Background: an optimization exercise with open tools, aiming at small area. Do not read the settings as production practice. Only simulation tests tie the RTL to the original design; equivalence was not proved.

==> run a <==
## lfsr_memtest
module lfsr_memtest #(
    parameter DW = 256,
    parameter AW = 24
) (
    input  wire          clk,
    input  wire          rst,
    input  wire [4:0]    host_cmd,
    input  wire [AW-1:0] host_wdata,
    output reg  [AW-1:0] host_rdata,
    output wire          w_stb,
    output wire [DW-1:0] w_data,
    input  wire          w_ack,
    input  wire          r_stb,
    input  wire [DW-1:0] r_data,
    output wire          r_ack
);
    localparam [15:0] MAGIC = 16'h361f;
    localparam [2:0] IDX_MAGIC   = 3'd0;
    localparam [2:0] IDX_W_RESET = 3'd1;
    localparam [2:0] IDX_W_SHOOT = 3'd2;
    localparam [2:0] IDX_LENGTH  = 3'd3;
    localparam [2:0] IDX_R_RESET = 3'd4;
    localparam [2:0] IDX_ERRORS  = 3'd5;
    wire       cmd_en  = host_cmd[4];
    wire       cmd_we  = host_cmd[3];
    wire [2:0] cmd_idx = host_cmd[2:0];
    wire       cmd_wr  = cmd_en & cmd_we;
    wire       cmd_rd  = cmd_en & ~cmd_we;
    reg [AW-1:0] length;
    reg [AW-1:0] err_count;
  ...
clock: 5.0 ns
lec_check: 0
cap_margin: 0
core_area: 5 5 215 215
die_area: 0 0 220 220
setup_slack_margin: 0.1
slew_margin: 0
synth_hierarchical: 1
standard.sh (not shown) runs the stock make flow with config.mk's settings and CLKGATE_MAP_FILE= SYNTH_SCRIPT=/design/flow/synth_recipe.tcl, a recipe that flattens the netlist after the stock synthesis.
==> flow/flow/run.sh <==
#!/bin/bash
# The standard layout (standard.sh, its synthesis unchanged), with three
# settings that ORFS reads from the environment:
#  - the port buffers are sky130_fd_sc_hd__buf_1 instead of the buffer that
#    buffer_ports picks by default (clkdlybuf4s50_1);
#  - timing-driven global placement does not keep the buffers of its trial
#    repair_design (GPL_KEEP_OVERFLOW=0); the later repair steps still run;
#  - clock tree synthesis inserts no dummy loads.
# ORFS writes each step's full log under orfs/logs/; make's own output goes to
# standard_flow.log here.
set -euo pipefail
export BUFFER_PORTS_ARGS="-buffer_cell sky130_fd_sc_hd__buf_1"
export GPL_KEEP_OVERFLOW=0
export CTS_ARGS="-sink_clustering_enable -repair_clock_nets -buf_list sky130_fd_sc_hd__clkbuf_8 -sink_clustering_size 40 -sink_clustering_max_diameter 150 -dont_use_dummy_load"
bash standard.sh > standard_flow.log 2>&1
==> run b: changes against run a <==
--- a/flow/design.v
+++ b/flow/design.v
@@ -32,13 +32,13 @@
     parameter DW = 256
 ) (
     input  wire          clk,
     input  wire          rst,     
     input  wire          ce,      
     input  wire [DW-1:0] r,       
-    output wire [3:0]    differ   
+    output wire [0:0]    differ   
 );
     localparam NS = 31;
     localparam [NS-1:0] PSTAR = 31'h6d514e80;
     reg  [NS-1:0] p;
     reg           z;
     wire [NS-1:0] s;         
@@ -370,13 +370,13 @@
 endmodule
 module lfsr_check_r (
     input  wire [30:0]  p,
     input  wire         z,
     input  wire [255:0] r,
     output wire [30:0]  s,
-    output wire [3:0]   differ
+    output wire [0:0]   differ
 );
     wire [255:0] g;    
     wire [255:0] m;    
     wire [255:0] a;    
     lfsr_xor  g255 (.a(p[30]), .b(p[27]), .y(g[255]));
     lfsr_xor  g254 (.a(p[29]), .b(p[26]), .y(g[254]));
@@ -1001,16 +1001,13 @@
     lfsr_xor  a43 (.a(r[43]), .b(r[46]), .y(a[43]));
     wire t_h56;
     lfsr_xor  h56 (.a(a[43]), .b(g[15]), .y(t_h56));
     lfsr_xnor a37 (.a(r[37]), .b(p[5]), .y(a[37]));
     wire t_h57;
     lfsr_xor  h57 (.a(a[37]), .b(p[29]), .y(t_h57));
-    lfsr_differ #(.WP(14), .WN(13)) u_differ0 (.p({t_d251, t_d247, t_d241, t_d234, t_d225, t_d27, t_d23, t_d19, t_d15, t_d11, t_d7, t_d3, t_h35, t_h55}), .n({t_h0, t_h4, t_h8, t_h12, t_h16, t_h20, t_h24, t_h28, t_h32, t_h37, t_h42, t_h46, t_h50}), .y(differ[0]));
-    lfsr_differ #(.WP(14), .WN(13)) u_differ1 (.p({t_d250, t_d245, t_d238, t_d232, t_d30, t_d26, t_d22, t_d18, t_d14, t_d10, t_d6, t_d2, t_h38, t_h56}), .n({t_h1, t_h5, t_h9, t_h13, t_h17, t_h21, t_h25, t_h29, t_h33, t_h39, t_h43, t_h47, t_h51}), .y(differ[1]));
-    lfsr_differ #(.WP(14), .WN(13)) u_differ2 (.p({t_d249, t_d244, t_d237, t_d227, t_d29, t_d25, t_d21, t_d17, t_d13, t_d9, t_d5, t_d1, t_h53, t_h57}), .n({t_h2, t_h6, t_h10, t_h14, t_h18, t_h22, t_h26, t_h30, t_h34, t_h40, t_h44, t_h48, t_h52}), .y(differ[2]));
-    lfsr_differ #(.WP(13), .WN(12)) u_differ3 (.p({t_d248, t_d242, t_d236, t_d226, t_d28, t_d24, t_d20, t_d16, t_d12, t_d8, t_d4, t_d0, t_h54}), .n({t_h3, t_h7, t_h11, t_h15, t_h19, t_h23, t_h27, t_h31, t_h36, t_h41, t_h45, t_h49}), .y(differ[3]));
+    lfsr_differ #(.WP(55), .WN(51)) u_differ0 (.p({t_d251, t_d250, t_d249, t_d248, t_d247, t_d245, t_d244, t_d242, t_d241, t_d238, t_d237, t_d236, t_d234, t_d232, t_d227, t_d226, t_d225, t_d30, t_d29, t_d28, t_d27, t_d26, t_d25, t_d24, t_d23, t_d22, t_d21, t_d20, t_d19, t_d18, t_d17, t_d16, t_d15, t_d14, t_d13, t_d12, t_d11, t_d10, t_d9, t_d8, t_d7, t_d6, t_d5, t_d4, t_d3, t_d2, t_d1, t_d0, t_h35, t_h38, t_h53, t_h54, t_h55, t_h56, t_h57}), .n({t_h0, t_h1, t_h2, t_h3, t_h4, t_h5, t_h6, t_h7, t_h8, t_h9, t_h10, t_h11, t_h12, t_h13, t_h14, t_h15, t_h16, t_h17, t_h18, t_h19, t_h20, t_h21, t_h22, t_h23, t_h24, t_h25, t_h26, t_h27, t_h28, t_h29, t_h30, t_h31, t_h32, t_h33, t_h34, t_h36, t_h37, t_h39, t_h40, t_h41, t_h42, t_h43, t_h44, t_h45, t_h46, t_h47, t_h48, t_h49, t_h50, t_h51, t_h52}), .y(differ[0]));
 endmodule
 module lfsr_xnor (input wire a, input wire b, output wire y);
     assign y = ~(a ^ b);
 endmodule
 module lfsr_xor (input wire a, input wire b, output wire y);
     assign y = a ^ b;
@@ -1145,22 +1142,20 @@
     lfsr_gen #(.DW(DW)) u_wgen (
         .clk (clk),
         .rst (rst | p_w_reset),
         .ce  (w_ce),
         .o   (w_data)
     );
-    wire [3:0]    differ;      
-    wire          err_inc;
+    wire          differ;      
     wire          err_clr = rst | p_r_reset;
     wire          err_clr_n = ~err_clr;
     wire [AW-1:0] err_next;
     wire [AW-1:0] errors;      
     wire [AW-1:0] err_low1;    
-    reg  [3:0]    err_pend;
+    reg           err_pend;
     assign r_ack = 1'b1;
-    assign err_inc = |err_pend;
     wire [AW/4-1:0] grp1;      
     wire [AW/4-1:0] below1;    
     assign below1[0] = 1'b1;
     assign below1[1] = grp1[0];
     for (i = 0; i < AW / 4; i = i + 1) begin : g_grp
         memtest_and4 u_g (.a(err_count[4*i]), .b(err_count[4*i+1]), .c(err_count[4*i+2]),
@@ -1183,21 +1178,21 @@
         end
     end
     for (i = 0; i < AW; i = i + 1) begin : g_err
         memtest_clr_inc u_bit (
             .q     (err_count[i]),
             .low1  (err_low1[i]),
-            .inc   (err_inc),
+            .inc   (err_pend),
             .clr_n (err_clr_n),
             .value (errors[i]),
             .d     (err_next[i])
         );
     end
     always @(posedge clk) begin
         err_count <= err_next;
-        err_pend  <= {4{err_clr_n & r_stb}} & differ;
+        err_pend  <= err_clr_n & r_stb & differ;
     end
     lfsr_chk #(.DW(DW)) u_rgen (
         .clk (clk),
         .rst (rst | p_r_reset),
         .ce  (r_stb),
         .r      (r_data),
- CAP_MARGIN: 0 -> 10
- CORE_AREA: 5 5 215 215 -> 5 5 195 195
- DIE_AREA: 0 0 220 220 -> 0 0 200 200
- SLEW_MARGIN: 0 -> 10
==> run c: changes against run a <==
- CORE_AREA: 5 5 215 215 -> 5 5 315 315
- DIE_AREA: 0 0 220 220 -> 0 0 320 320
==> run d: changes against run a <==
--- a/flow/design.v
+++ b/flow/design.v
@@ -32,13 +32,13 @@
     parameter DW = 256
 ) (
     input  wire          clk,
     input  wire          rst,     
     input  wire          ce,      
     input  wire [DW-1:0] r,       
-    output wire [3:0]    differ   
+    output wire [0:0]    differ   
 );
     localparam NS = 31;
     localparam [NS-1:0] PSTAR = 31'h6d514e80;
     reg  [NS-1:0] p;
     reg           z;
     wire [NS-1:0] s;         
@@ -370,13 +370,13 @@
 endmodule
 module lfsr_check_r (
     input  wire [30:0]  p,
     input  wire         z,
     input  wire [255:0] r,
     output wire [30:0]  s,
-    output wire [3:0]   differ
+    output wire [0:0]   differ
 );
     wire [255:0] g;    
     wire [255:0] m;    
     wire [255:0] a;    
     lfsr_xor  g255 (.a(p[30]), .b(p[27]), .y(g[255]));
     lfsr_xor  g254 (.a(p[29]), .b(p[26]), .y(g[254]));
@@ -1001,16 +1001,13 @@
     lfsr_xor  a43 (.a(r[43]), .b(r[46]), .y(a[43]));
     wire t_h56;
     lfsr_xor  h56 (.a(a[43]), .b(g[15]), .y(t_h56));
     lfsr_xnor a37 (.a(r[37]), .b(p[5]), .y(a[37]));
     wire t_h57;
     lfsr_xor  h57 (.a(a[37]), .b(p[29]), .y(t_h57));
-    lfsr_differ #(.WP(14), .WN(13)) u_differ0 (.p({t_d251, t_d247, t_d241, t_d234, t_d225, t_d27, t_d23, t_d19, t_d15, t_d11, t_d7, t_d3, t_h35, t_h55}), .n({t_h0, t_h4, t_h8, t_h12, t_h16, t_h20, t_h24, t_h28, t_h32, t_h37, t_h42, t_h46, t_h50}), .y(differ[0]));
-    lfsr_differ #(.WP(14), .WN(13)) u_differ1 (.p({t_d250, t_d245, t_d238, t_d232, t_d30, t_d26, t_d22, t_d18, t_d14, t_d10, t_d6, t_d2, t_h38, t_h56}), .n({t_h1, t_h5, t_h9, t_h13, t_h17, t_h21, t_h25, t_h29, t_h33, t_h39, t_h43, t_h47, t_h51}), .y(differ[1]));
-    lfsr_differ #(.WP(14), .WN(13)) u_differ2 (.p({t_d249, t_d244, t_d237, t_d227, t_d29, t_d25, t_d21, t_d17, t_d13, t_d9, t_d5, t_d1, t_h53, t_h57}), .n({t_h2, t_h6, t_h10, t_h14, t_h18, t_h22, t_h26, t_h30, t_h34, t_h40, t_h44, t_h48, t_h52}), .y(differ[2]));
-    lfsr_differ #(.WP(13), .WN(12)) u_differ3 (.p({t_d248, t_d242, t_d236, t_d226, t_d28, t_d24, t_d20, t_d16, t_d12, t_d8, t_d4, t_d0, t_h54}), .n({t_h3, t_h7, t_h11, t_h15, t_h19, t_h23, t_h27, t_h31, t_h36, t_h41, t_h45, t_h49}), .y(differ[3]));
+    lfsr_differ #(.WP(55), .WN(51)) u_differ0 (.p({t_d251, t_d250, t_d249, t_d248, t_d247, t_d245, t_d244, t_d242, t_d241, t_d238, t_d237, t_d236, t_d234, t_d232, t_d227, t_d226, t_d225, t_d30, t_d29, t_d28, t_d27, t_d26, t_d25, t_d24, t_d23, t_d22, t_d21, t_d20, t_d19, t_d18, t_d17, t_d16, t_d15, t_d14, t_d13, t_d12, t_d11, t_d10, t_d9, t_d8, t_d7, t_d6, t_d5, t_d4, t_d3, t_d2, t_d1, t_d0, t_h35, t_h38, t_h53, t_h54, t_h55, t_h56, t_h57}), .n({t_h0, t_h1, t_h2, t_h3, t_h4, t_h5, t_h6, t_h7, t_h8, t_h9, t_h10, t_h11, t_h12, t_h13, t_h14, t_h15, t_h16, t_h17, t_h18, t_h19, t_h20, t_h21, t_h22, t_h23, t_h24, t_h25, t_h26, t_h27, t_h28, t_h29, t_h30, t_h31, t_h32, t_h33, t_h34, t_h36, t_h37, t_h39, t_h40, t_h41, t_h42, t_h43, t_h44, t_h45, t_h46, t_h47, t_h48, t_h49, t_h50, t_h51, t_h52}), .y(differ[0]));
 endmodule
 module lfsr_xnor (input wire a, input wire b, output wire y);
     assign y = ~(a ^ b);
 endmodule
 module lfsr_xor (input wire a, input wire b, output wire y);
     assign y = a ^ b;
@@ -1145,22 +1142,20 @@
     lfsr_gen #(.DW(DW)) u_wgen (
         .clk (clk),
         .rst (rst | p_w_reset),
         .ce  (w_ce),
         .o   (w_data)
     );
-    wire [3:0]    differ;      
-    wire          err_inc;
+    wire          differ;      
     wire          err_clr = rst | p_r_reset;
     wire          err_clr_n = ~err_clr;
     wire [AW-1:0] err_next;
     wire [AW-1:0] errors;      
     wire [AW-1:0] err_low1;    
-    reg  [3:0]    err_pend;
+    reg           err_pend;
     assign r_ack = 1'b1;
-    assign err_inc = |err_pend;
     wire [AW/4-1:0] grp1;      
     wire [AW/4-1:0] below1;    
     assign below1[0] = 1'b1;
     assign below1[1] = grp1[0];
     for (i = 0; i < AW / 4; i = i + 1) begin : g_grp
         memtest_and4 u_g (.a(err_count[4*i]), .b(err_count[4*i+1]), .c(err_count[4*i+2]),
@@ -1183,21 +1178,21 @@
         end
     end
     for (i = 0; i < AW; i = i + 1) begin : g_err
         memtest_clr_inc u_bit (
             .q     (err_count[i]),
             .low1  (err_low1[i]),
-            .inc   (err_inc),
+            .inc   (err_pend),
             .clr_n (err_clr_n),
             .value (errors[i]),
             .d     (err_next[i])
         );
     end
     always @(posedge clk) begin
         err_count <= err_next;
-        err_pend  <= {4{err_clr_n & r_stb}} & differ;
+        err_pend  <= err_clr_n & r_stb & differ;
     end
     lfsr_chk #(.DW(DW)) u_rgen (
         .clk (clk),
         .rst (rst | p_r_reset),
         .ce  (r_stb),
         .r      (r_data),
==> results.toml <==
[global_routing]
first_global_vias = 13022
grt_pass1_wl_microns = 83400

[timing]
finClkSkew_ns = 0.0360

[finish]
multi_input_area_share = 0.622

[power_and_ir_drop]
clk-power_uw = 692

[run_status]
run_status = "complete, no violations"
That was run b.
==> results.toml <==
[timing]
finClkSkew_ns = 0.0390

[global_routing]
first_global_vias = 12927

[finish]
multi_input_area_share = 0.613

[run_status]
run_status = "complete, no violations"

[floorplan]
die_y_microns = 220

[power_and_ir_drop]
clk-power_uw = 722
That was run a.
==> results.toml <==
[run_status]
run_status = "complete, no violations"

[global_routing]
grt_pass1_wl_microns = 98100

[power_and_ir_drop]
clk-power_uw = 745

[timing]
tightest_slew_ns = 1.43

[finish]
multi_input_area_share = 0.583
That was run c.
==> results.toml <==
[finish]
top_regs = "u_rgen.p (31), u_wgen.p (31)"
multi_input_area_share = 0.614

[global_routing]
grt_pass1_wl_microns = 89000
first_global_vias = 13136

[synthesis]
synth_top_cell_by_area = "xor2_1"

[power_and_ir_drop]
clk-power_uw = 707

[run_status]
run_status = "complete, no violations"

[worst_hold_path]
hold_class = "reg2reg"

[timing]
finClkSkew_ns = 0.0448
That was run d.

==> port drivers added, routing unchanged <==
How much do the figures lean on ideal ports? The routed layouts below were timed once more, with nothing changed but the port constraints. Step 1 sets driving cells, clkbuf_16 on the clock port and buf_2 on the other inputs (assumed; they add their load-dependent delay and slew). Step 2 times the ports against the registers' clock, not the clock port: input delays grow and output delays shrink by t, the midpoint of the rising clock arrivals with the driver on. a / b / c = ideal ports / drivers / drivers and shift; a / b = the first two.
run | shift t [ns] | setup WS [ns] | clock arrival spread, ns | worst register clock-pin slew, ns | pins driven straight from the clock port
run a | 0.476 | 0.473 / 0.431 / 0.732 | 0.041 / 0.041 | 0.11 / 0.11 | 1
run b | 0.466 | 0.399 / 0.399 / 0.399 | 0.051 / 0.050 | 0.11 / 0.11 | 1
run c | 0.554 | 0.296 / 0.246 / 0.504 | 0.039 / 0.039 | 0.10 / 0.10 | 1
run d | 0.502 | 0.298 / 0.256 / 0.631 | 0.044 / 0.045 | 0.10 / 0.10 | 1
After both steps every run listed still meets setup and hold.
